From an optimization exercise on the open Yosys and OpenROAD flow, aimed at small area; shortcuts taken in it are not production practice. The RTL was checked by simulation tests, not by an equivalence proof against the original design. No activity file was given, so power comes from the tool's default toggle rates.

### flow/config.mk
export PLATFORM = sky130hd
export DESIGN_NAME = edge_counter
export DESIGN_NICKNAME = edge_counter
export VERILOG_FILES = /design/flow/design.v
export SDC_FILE = /design/flow/constraint.sdc
export NUM_CORES = 4
export LEC_CHECK = 0
export CAP_MARGIN = 20
export CORE_MARGIN = 2
export CORE_UTILIZATION = 30
export GPL_ROUTABILITY_DRIVEN = 1
export PLACE_DENSITY = 0.42
export SLEW_MARGIN = 20
### flow/constraint.sdc
create_clock -name core_clock -period 12.0 [get_ports {clk}]
set_input_delay 2.4000 -clock core_clock [delete_from_list [all_inputs] [get_ports {clk}]]
set_output_delay 2.4000 -clock core_clock [all_outputs]
set_load 0.01 [all_outputs]
### flow/design.v
module edge_counter (
    input  wire        clk,
    input  wire        rst,         
    input  wire        sig_in,      
    input  wire        us_tick,     
    input  wire        bus_valid,
    input  wire        bus_we,
    input  wire [31:0] bus_addr,
    input  wire [31:0] bus_wdata,
    output reg         resp_valid,
    output reg  [31:0] resp_rdata,
    output reg         resp_err
);
    localparam NCH       = 4;
    localparam RAM_BYTES = 64;
    reg        ec_en, ec_pol;
    reg [15:0] ec_ctr, ec_wrap;
    reg [7:0]  ec_pin;
    reg        sig_prev;
    reg        gt_en, gt_ph, gt_dir;
    reg [15:0] gt_ctr, gt_wrap;
    reg [7:0]  gt_psc, gt_pin, psc_cnt;
    reg [31:0] cx_scratch, gc_stopval;
    reg [31:0] clock_us;
    reg [7:0]  ram [0:RAM_BYTES-1];
    reg [31:0] ch_raddr   [0:NCH-1];
    reg [31:0] ch_waddr   [0:NCH-1];
    reg [31:0] ch_count   [0:NCH-1];
    reg [31:0] ch_reload  [0:NCH-1];
    reg [31:0] ch_pending [0:NCH-1];
    reg        ch_en      [0:NCH-1];
    reg        ch_size    [0:NCH-1];
    reg        ch_incr_r  [0:NCH-1];
    reg        ch_incr_w  [0:NCH-1];
    reg [5:0]  ch_treq    [0:NCH-1];
    reg        ch_busy    [0:NCH-1];
    reg        ch_err     [0:NCH-1];
    integer i;
    wire rising  =  sig_in & ~sig_prev;
    wire falling = ~sig_in &  sig_prev;
    wire ec_hit  = ec_en & (ec_pol ? falling : rising);
    wire ec_evt  = ec_hit & (ec_ctr == ec_wrap);
    wire gt_tick = gt_en & ({8'd0, psc_cnt} + 16'd1 >= {8'd0, gt_psc});
    reg  gt_evt;
    reg  [15:0] gt_ctr_t;
    reg         gt_dir_t;
    always @* begin
        gt_evt   = 1'b0;
        gt_ctr_t = gt_ctr;
        gt_dir_t = gt_dir;
        if (gt_tick) begin
            if (!gt_ph) begin
                if (gt_ctr == gt_wrap) begin
                    gt_ctr_t = 16'd0;
                    gt_evt   = 1'b1;
                end else begin
                    gt_ctr_t = gt_ctr + 16'd1;
                end
            end else if (!gt_dir) begin
                if (gt_ctr == gt_wrap) gt_dir_t = 1'b1;
                else                   gt_ctr_t = gt_ctr + 16'd1;
            end else begin
                if (gt_ctr == 16'd0) begin
                    gt_dir_t = 1'b0;
                    gt_evt   = 1'b1;
                end else begin
                    gt_ctr_t = gt_ctr - 16'd1;
                end
            end
        end
    end
    wire [15:0] ec_ctr_t = ec_hit ? (ec_evt ? 16'd0 : ec_ctr + 16'd1) : ec_ctr;
    reg [NCH-1:0] ch_evt;
    always @* begin
        for (i = 0; i < NCH; i = i + 1)
            ch_evt[i] = ch_busy[i] &
                        ((ch_treq[i] == 6'd0 && ec_evt) || (ch_treq[i] == 6'd1 && gt_evt));
    end
    reg [NCH-1:0] ch_ready;
    reg [NCH-1:0] grant;
    reg [1:0]     gch;
    reg           dma_go;
    always @* begin
        for (i = 0; i < NCH; i = i + 1)
            ch_ready[i] = ch_en[i] & ch_busy[i] & (ch_pending[i] != 32'd0);
        grant  = {NCH{1'b0}};
        gch    = 2'd0;
        dma_go = 1'b0;
        if (!bus_valid) begin
            for (i = NCH - 1; i >= 0; i = i - 1)
                if (ch_ready[i]) begin
                    gch = i[1:0];
                end
            if (ch_ready != {NCH{1'b0}}) begin
                dma_go = 1'b1;
                grant[gch] = 1'b1;
            end
        end
    end
    wire        dma_byte = ~ch_size[gch];
    wire [31:0] dma_ra   = ch_raddr[gch];
    wire [31:0] dma_wa   = ch_waddr[gch];
    wire [31:0] rd_addr = bus_valid ? bus_addr : dma_ra;
    wire        rd_byte = bus_valid ? 1'b0     : dma_byte;
    reg  [31:0] rd_data;
    reg         rd_ok;
    reg  [31:0] reg_rdata;
    reg         reg_hit;
    wire [11:0] rd_off  = rd_addr[11:0];
    wire        rd_ram  = (rd_addr[31:6] == 26'h0800000);       
    wire        rd_blk  = (rd_addr[31:12] == 20'h40000);        
    wire        rd_clk  = (rd_addr == 32'h4001_0000);
    wire [5:0]  rd_ra   = rd_addr[5:0];
    always @* begin
        reg_rdata = 32'd0;
        reg_hit   = 1'b1;
        case (rd_off)
            12'h000: reg_rdata = {30'd0, ec_pol, ec_en};
            12'h004: reg_rdata = {16'd0, ec_ctr};
            12'h008: reg_rdata = {16'd0, ec_wrap};
            12'h00C: reg_rdata = {24'd0, ec_pin};
            12'h010: reg_rdata = {29'd0, gt_dir, gt_ph, gt_en};
            12'h014: reg_rdata = {16'd0, gt_ctr};
            12'h018: reg_rdata = {16'd0, gt_wrap};
            12'h01C: reg_rdata = {24'd0, gt_psc};
            12'h020: reg_rdata = {24'd0, gt_pin};
            12'h024: reg_rdata = {30'd0, gt_en, ec_en};
            12'h028: reg_rdata = cx_scratch;
            12'h02C: reg_rdata = gc_stopval;
            12'h030, 12'h034, 12'h038, 12'h03C,
            12'h040, 12'h044, 12'h048: reg_rdata = 32'd0;
            default: begin
                reg_hit = 1'b0;
                for (i = 0; i < NCH; i = i + 1) begin
                    if (rd_off[11:5] == 7'h08 + i) begin
                        reg_hit = 1'b1;
                        case (rd_off[4:0])
                            5'h00: reg_rdata = ch_raddr[i];
                            5'h04: reg_rdata = ch_waddr[i];
                            5'h08: reg_rdata = ch_count[i];
                            5'h0C: reg_rdata = {2'd0, ch_err[i], 4'd0, ch_busy[i], 14'd0,
                                                ch_treq[i], ch_incr_w[i], ch_incr_r[i],
                                                ch_size[i], ch_en[i]};
                            5'h10: reg_rdata = ch_count[i];
                            5'h14: reg_rdata = ch_pending[i];
                            5'h18: reg_rdata = ch_reload[i];
                            default: reg_hit = 1'b0;
                        endcase
                    end
                end
            end
        endcase
    end
    always @* begin
        rd_data = 32'd0;
        rd_ok   = 1'b0;
        if (rd_ram) begin
            rd_ok = rd_byte | (rd_ra[1:0] == 2'd0);
            if (rd_byte)
                rd_data = {24'd0, ram[rd_ra]};
            else
                rd_data = {ram[{rd_ra[5:2], 2'd3}], ram[{rd_ra[5:2], 2'd2}],
                           ram[{rd_ra[5:2], 2'd1}], ram[{rd_ra[5:2], 2'd0}]};
        end else if (rd_blk) begin
            rd_ok   = ~rd_byte & (rd_off[1:0] == 2'd0) & reg_hit;
            rd_data = reg_rdata;
        end else if (rd_clk) begin
            rd_ok   = ~rd_byte;
            rd_data = clock_us;
        end
    end
    wire [31:0] wr_addr = bus_valid ? bus_addr : dma_wa;
    wire        wr_byte = bus_valid ? 1'b0     : dma_byte;
    wire [31:0] wr_data = bus_valid ? bus_wdata : rd_data;
    wire [11:0] wr_off  = wr_addr[11:0];
    wire        wr_ram  = (wr_addr[31:6] == 26'h0800000);
    wire        wr_blk  = (wr_addr[31:12] == 20'h40000);
    wire        wr_clk  = (wr_addr == 32'h4001_0000);
    wire [5:0]  wr_ra   = wr_addr[5:0];
    reg wr_reg_ok;    
    always @* begin
        wr_reg_ok = 1'b0;
        if (wr_off <= 12'h048)
            wr_reg_ok = 1'b1;
        for (i = 0; i < NCH; i = i + 1)
            if (wr_off[11:5] == 7'h08 + i && wr_off[4:0] <= 5'h18)
                wr_reg_ok = 1'b1;
    end
    wire wr_ok = wr_ram ? (wr_byte | (wr_ra[1:0] == 2'd0)) :
                 wr_blk ? (~wr_byte & (wr_off[1:0] == 2'd0) & wr_reg_ok) :
                 wr_clk ? ~wr_byte : 1'b0;
    wire dma_tgt_bad = wr_blk & ((wr_off == 12'h03C) | (wr_off >= 12'h100));
    wire dma_ok  = dma_go & rd_ok & wr_ok & ~dma_tgt_bad;
    wire dma_bad = dma_go & ~(rd_ok & wr_ok & ~dma_tgt_bad);
    wire host_wr = bus_valid & bus_we & wr_ok;
    wire wr_en   = host_wr | dma_ok;
    wire wr_reg  = wr_en & wr_blk;
    always @(posedge clk) begin
        if (rst) begin
            resp_valid <= 1'b0;
            resp_rdata <= 32'd0;
            resp_err   <= 1'b0;
        end else begin
            resp_valid <= bus_valid;
            resp_rdata <= (bus_valid & ~bus_we & rd_ok) ? rd_data : 32'd0;
            resp_err   <= bus_valid & (bus_we ? ~wr_ok : ~rd_ok);
        end
    end
    always @(posedge clk) begin
        if (!rst && wr_en && wr_ram) begin
            if (wr_byte) begin
                ram[wr_ra] <= wr_data[7:0];
            end else begin
                ram[{wr_ra[5:2], 2'd0}] <= wr_data[7:0];
                ram[{wr_ra[5:2], 2'd1}] <= wr_data[15:8];
                ram[{wr_ra[5:2], 2'd2}] <= wr_data[23:16];
                ram[{wr_ra[5:2], 2'd3}] <= wr_data[31:24];
            end
        end
    end
    always @(posedge clk) begin
        if (rst) begin
            sig_prev   <= 1'b0;
            clock_us   <= 32'd0;
            ec_en      <= 1'b0;
            ec_pol     <= 1'b0;
            ec_ctr     <= 16'd0;
            ec_wrap    <= 16'hFFFF;
            ec_pin     <= 8'hFF;
            gt_en      <= 1'b0;
            gt_ph      <= 1'b0;
            gt_dir     <= 1'b0;
            gt_ctr     <= 16'd0;
            gt_wrap    <= 16'hFFFF;
            gt_psc     <= 8'd1;
            gt_pin     <= 8'hFF;
            psc_cnt    <= 8'd0;
            cx_scratch <= 32'd0;
            gc_stopval <= 32'd0;
        end else begin
            sig_prev <= sig_in;
            if (us_tick)
                clock_us <= clock_us + 32'd1;
            ec_ctr  <= ec_ctr_t;
            gt_ctr  <= gt_ctr_t;
            gt_dir  <= gt_dir_t;
            if (!gt_en || gt_tick)
                psc_cnt <= 8'd0;
            else
                psc_cnt <= psc_cnt + 8'd1;
            if (wr_reg) begin
                case (wr_off)
                    12'h000: begin ec_en <= wr_data[0]; ec_pol <= wr_data[1]; end
                    12'h004: ec_ctr  <= wr_data[15:0];
                    12'h008: ec_wrap <= wr_data[15:0];
                    12'h00C: ec_pin  <= wr_data[7:0];
                    12'h010: begin gt_en <= wr_data[0]; gt_ph <= wr_data[1]; end
                    12'h014: gt_ctr  <= wr_data[15:0];
                    12'h018: gt_wrap <= wr_data[15:0];
                    12'h01C: if (wr_data[7:0] != 8'd0) gt_psc <= wr_data[7:0];
                    12'h020: gt_pin  <= wr_data[7:0];
                    12'h024: begin ec_en <= wr_data[0]; gt_en <= wr_data[1]; end
                    12'h028: cx_scratch <= wr_data;
                    12'h02C: gc_stopval <= wr_data;
                    default: ;
                endcase
            end
        end
    end
    always @(posedge clk) begin
        for (i = 0; i < NCH; i = i + 1) begin
            if (rst) begin
                ch_raddr[i]   <= 32'd0;
                ch_waddr[i]   <= 32'd0;
                ch_count[i]   <= 32'd0;
                ch_reload[i]  <= 32'd0;
                ch_pending[i] <= 32'd0;
                ch_en[i]      <= 1'b0;
                ch_size[i]    <= 1'b0;
                ch_incr_r[i]  <= 1'b0;
                ch_incr_w[i]  <= 1'b0;
                ch_treq[i]    <= 6'd0;
                ch_busy[i]    <= 1'b0;
                ch_err[i]     <= 1'b0;
            end else begin
                if (ch_evt[i] && ch_pending[i] != 32'hFFFF_FFFF)
                    ch_pending[i] <= ch_pending[i] + 32'd1;
                if (host_wr && wr_blk && wr_off[11:5] == 7'h08 + i) begin
                    case (wr_off[4:0])
                        5'h00: ch_raddr[i] <= wr_data;
                        5'h04: ch_waddr[i] <= wr_data;
                        5'h08: ch_reload[i] <= wr_data;
                        5'h0C: begin
                            ch_en[i]     <= wr_data[0];
                            ch_size[i]   <= wr_data[1];
                            ch_incr_r[i] <= wr_data[2];
                            ch_incr_w[i] <= wr_data[3];
                            ch_treq[i]   <= wr_data[9:4];
                        end
                        5'h10: begin
                            ch_reload[i] <= wr_data;
                            if (ch_en[i] && !ch_busy[i]) begin
                                ch_count[i] <= wr_data;
                                if (wr_data != 32'd0) begin
                                    ch_busy[i]    <= 1'b1;
                                    ch_pending[i] <= 32'd0;
                                end
                            end
                        end
                        default: ;
                    endcase
                end
                if (host_wr && wr_blk && wr_off == 12'h03C && wr_data[i]) begin
                    ch_busy[i]    <= 1'b0;
                    ch_pending[i] <= 32'd0;
                    ch_err[i]     <= 1'b0;
                end
                if (grant[i]) begin
                    if (dma_bad) begin
                        ch_err[i]     <= 1'b1;
                        ch_busy[i]    <= 1'b0;
                        ch_pending[i] <= 32'd0;
                    end else begin
                        if (ch_incr_r[i])
                            ch_raddr[i] <= ch_raddr[i] + (ch_size[i] ? 32'd4 : 32'd1);
                        if (ch_incr_w[i])
                            ch_waddr[i] <= ch_waddr[i] + (ch_size[i] ? 32'd4 : 32'd1);
                        ch_count[i] <= ch_count[i] - 32'd1;
                        if (ch_count[i] == 32'd1) begin
                            ch_busy[i]    <= 1'b0;
                            ch_pending[i] <= 32'd0;
                        end else if (ch_evt[i] && ch_pending[i] != 32'hFFFF_FFFF) begin
                            ch_pending[i] <= ch_pending[i];
                        end else begin
                            ch_pending[i] <= ch_pending[i] - 32'd1;
                        end
                    end
                end
            end
        end
    end
endmodule
### flow/run.sh
#!/bin/bash
# synth_recipe.tcl (not shown) runs the flow's synth.tcl, then flattens the netlist and writes it again
# the make line also repeats each setting of config.mk as NAME=value (left out here)
make -C /OpenROAD-flow-scripts/flow DESIGN_CONFIG=/design/flow/config.mk WORK_HOME=/design/flow/orfs CLKGATE_MAP_FILE= SYNTH_SCRIPT=/design/flow/synth_recipe.tcl finish
==> impl_metrics.env <==
export IMPL_status="complete, no violations"
export IMPL_hold_ws_ns=0.452
export IMPL_grt_pass1_wl_mm=824
export IMPL_dpl_worst_slack_ns=1.04
export IMPL_drive_gt1_share_pct=9.97
export IMPL_critical_path_arrival_ns=11.91
export IMPL_cp_top_family="compound AO/OA/AOI/OAI gates"
export IMPL_ff2ff_setup_slack_ns=0.92
export IMPL_finalHoldViolations=0
export IMPL_die_w_um=535
export IMPL_yosysUniqueCellTypes=126
export IMPL_pwr_density_cell_nw_per_um2=127
export IMPL_path_buf_inv=8
export IMPL_maxCapViolCount=0
export IMPL_r2r_end="ch_pending[2][25]$_SDFFE_PP0P_"
export IMPL_finalCritPeriodShare_pct=92.4
export IMPL_clockBufferDepth=4
export IMPL_overflow=0
export IMPL_grt_util_met3_pct=10.4
export IMPL_ant_nets=0
export IMPL_most_common_layout_cells="1,914 x nand2_1, 1,115 x a21oi_1, 1,106 x nor2_1"
export IMPL_syn_nets=10900
export IMPL_min_path_cells=2
export IMPL_cts_buffers=187
export IMPL_syn_inst=10800
export IMPL_crit_slowest_cell="a2111oi_1"
export IMPL_cp_end_kind="flip-flop"
export IMPL_worstSkewPairLatency_ns=0.94
export IMPL_area_delta_synth_final_pct=15.5
export IMPL_grt_busiest_layer="met2"
export IMPL_synth_area_per_cell_um2=7.82
export IMPL_worst_r2r_path_depth=28
export IMPL_max_stage_delay_ns=1.07
export IMPL_ys_warn_count=13
export IMPL_io_pins=104
export IMPL_tightest_slew_ns=1.36
export IMPL_worstHoldStart="ch_reload[2][22]$_SDFFE_PP0P_"
export IMPL_port_buffers=103
export IMPL_async_reset_ff_share_pct=0
export IMPL_drt_iter0_drc=14900
export IMPL_crit_top_cell="buf_4"
export IMPL_fp_dieH_um=535
export IMPL_final_common_cell="nand2_1"
export IMPL_die_area_um2=286000
export IMPL_synth_area_leader_cell="dfxtp_1"
export IMPL_rows=194
export IMPL_drt_first_pass_iters=7
export IMPL_nNetsFinal=10800
export IMPL_grtUsageTotal_pct=42.4
export IMPL_crit_fanout=35
export IMPL_critical_path_class="flip-flop to flip-flop"
export IMPL_first_global_vias=87200
export IMPL_finalWorstSetupSlack_ns=0.917
export IMPL_relSlewSlack_pct=9.03
export IMPL_setup_viol=0
export IMPL_cts_root_buf="clkbuf_16"
export IMPL_synth_ff_type="dfxtp_1"
export IMPL_setup_tns_ns=0
export IMPL_wl_mm=633
export IMPL_rsz0062_at_grt="no"
export IMPL_gp_congestion=1.05
export IMPL_leakage_nw=33.6
export IMPL_met1_usage_pct=51.8
export IMPL_r2r_start="ch_pending[2][0]$_SDFFE_PP0P_"
export IMPL_met2_usage_pct=62.8
export IMPL_syn_area_um2=84500
export IMPL_synth_seq_cells=1432
export IMPL_core_um2=280000
export IMPL_clock_sinks=1432
export IMPL_grt_max_degree=161
export IMPL_yosysSeqAreaShare_pct=40.0
export IMPL_cp_required_ns=12.83
export IMPL_period_needed_ns=11.08
export IMPL_post_cts_resized=0
export IMPL_via_per_inst=6.61
export IMPL_clkTransAtPathRegs_ns=0.06
export IMPL_hp_class="flip-flop to flip-flop"
export IMPL_cts_hold_buf=0
export IMPL_drc=0
export IMPL_cts_htree_levels=4
export IMPL_cts_setup_buffers=0
export IMPL_yosys_area_top_type_share_pct=21.8
export IMPL_tritoncts="built"
export IMPL_utilization_pct=34.9
export IMPL_dpl_hpwl_mm=466
export IMPL_synth_area_leaders="dfxtp_1 22%, edfxtp_1 18%, nand2_1 8.5%"
export IMPL_placed_area_um2=91300
export IMPL_wire_per_inst_um=43.3
export IMPL_start_kind="flip-flop"
export IMPL_skew_ns=0.0387
export IMPL_max_freq_mhz=90.2
export IMPL_hold_path_end="ch_reload[2][22]$_SDFFE_PP0P_"
export IMPL_synth_edf_count=512
export IMPL_fin_area_um2=97500
export IMPL_num_vias=96500
export IMPL_vdd_ir_drop_max_mv=0.114
export IMPL_antenna_found_initial=86
export IMPL_initial_core_util_pct=30.2
export IMPL_slew_viol_final=0
cells by family (layout without fill, tap and decap cells):
family | Yosys count | in the layout | synth area share (%)
other | 0 | 56 | 0
AO/OA/AOI/OAI | 3294 | 3294 | 24.8
XOR/XNOR | 163 | 163 | 1.69
flip-flops | 1432 | 1432 | 40.0
AND/OR/NAND/NOR | 4538 | 4538 | 24.1
adder cells (fa/ha/maj) | 55 | 55 | 0.815
multiplexers | 286 | 286 | 3.42
buffers and inverters | 1029 | 1060 | 5.20
power by group:
| part | total [mW] | internal, mW | switching (mW) |
|---|---|---|---|
| clock network | 5.81 | 3.29 | 2.52 |
| registers | 5.03 | 5.03 | 0.00274 |
| logic | 1.55 | 0.292 | 1.25 |
registers in the layout, summed over array words and instances (netlist names), 16 cells and up:
register	count
resp_rdata	32
clock_us	32
ram	512
ch_waddr	128
ch_raddr	128
ec_wrap	16
gt_ctr	16
ch_treq	24
gt_wrap	16
gc_stopval	32
ec_ctr	16
ch_count	128
cx_scratch	32
ch_reload	128
ch_pending	128
cell type report:
| type | count | area (µm²) |
|---|---|---|
| Fill cell | 29600 | 182000 |
| Multi-Input combinational cell | 8336 | 47300 |
| Sequential cell | 1432 | 33800 |
| Timing Repair Buffer | 603 | 5180 |
| Clock buffer | 247 | 5140 |
| Tap cell | 3724 | 4660 |
| Clock inverter | 90 | 881 |
| Inverter | 120 | 454 |
| Antenna cell | 56 | 140 |
metrics by stage:
stage	instances	power, mW
after floorplan	10800	5.73
after detailed placement	14200	6.58
after CTS	14600	12.3
after global routing	14600	12.5
final	14600	12.4
after global placement	14200	6.57
synthesized netlist by cell type (55+ instances only):
cell type / number
clkbuf_1: 606
and2_1: 55
a22oi_1: 221
mux2i_1: 267
buf_2: 171
nor4_1: 115
nor3_1: 279
dfxtp_1: 920
a32oi_1: 73
o211ai_1: 71
and3_1: 145
a21oi_1: 1126
edfxtp_1: 512
a22o_1: 55
buf_1: 68
o21ai_0: 701
or3_1: 84
a221oi_1: 92
nor2_1: 1145
inv_1: 117
nand2_1: 1915
a211oi_1: 243
ha_1: 55
xnor2_1: 81
nand3_1: 406
a31oi_1: 123
xor2_1: 82
nand4_1: 122
worst max path at each step:
stage | cells after the start | to | start | slack, ns
final | 28 | ch_pending[2][25]$_SDFFE_PP0P_ | ch_pending[2][0]$_SDFFE_PP0P_ | 0.92
after global routing | 23 | ch_raddr[0][1]$_SDFF_PP0_ | ch_pending[2][0]$_SDFFE_PP0P_ | 1.25
after CTS | 25 | ch_pending[2][25]$_SDFFE_PP0P_ | ch_pending[1][1]$_SDFFE_PP0P_ | 1.62
after detailed placement | 24 | ch_pending[2][25]$_SDFFE_PP0P_ | bus_valid | 1.04
after global placement | 23 | ch_pending[2][2]$_SDFFE_PP0P_ | bus_valid | 0.71
after floorplan | 22 | ram[10][0]$_DFFE_PP_ | bus_valid | 4.40
routing by layer:
layer | vias to the layer above | routed length, µm
li1 | 39400 | -
met1 | 48100 | 240000
met2 | 7103 | 266000
met3 | 1871 | 64200
met4 | 24 | 62200
met5 | - | 172
worst register-to-register path, delay by kind of cell (launching register included):
family / cells / cell delay, ns
AND/OR/NAND/NOR: 10 / 3.72
adder cells (fa/ha/maj): 1 / 0.21
buffers and inverters: 8 / 2.51
flip-flops: 1 / 0.44
AO/OA/AOI/OAI: 9 / 4.10

==> static timing again, ports no longer ideal <==
In the flow no input, the clock included, has a driving cell. The finished layout below was timed again as built, in two steps.
Step 1: set_driving_cell puts a clkbuf_16 on clk and a buf_2 on each other input, an assumption about the parent block.
Step 2 times the ports against the registers' clock, not the clock port: input delays grow and output delays shrink by t, the midpoint of the rising clock arrivals with the driver on.
a / b / c = ideal / step 1 / step 2; a / b = the first two.
t (ns): 1.027
setup WS [ns]: 0.917 / 0.917 / 0.321
worst register clock-pin slew, ns: 0.08 / 0.08
After both steps setup and hold are still met in this run. For this run, drivers alone change the setup slack by 0.000 ns; drivers and shift together by -0.596 ns.
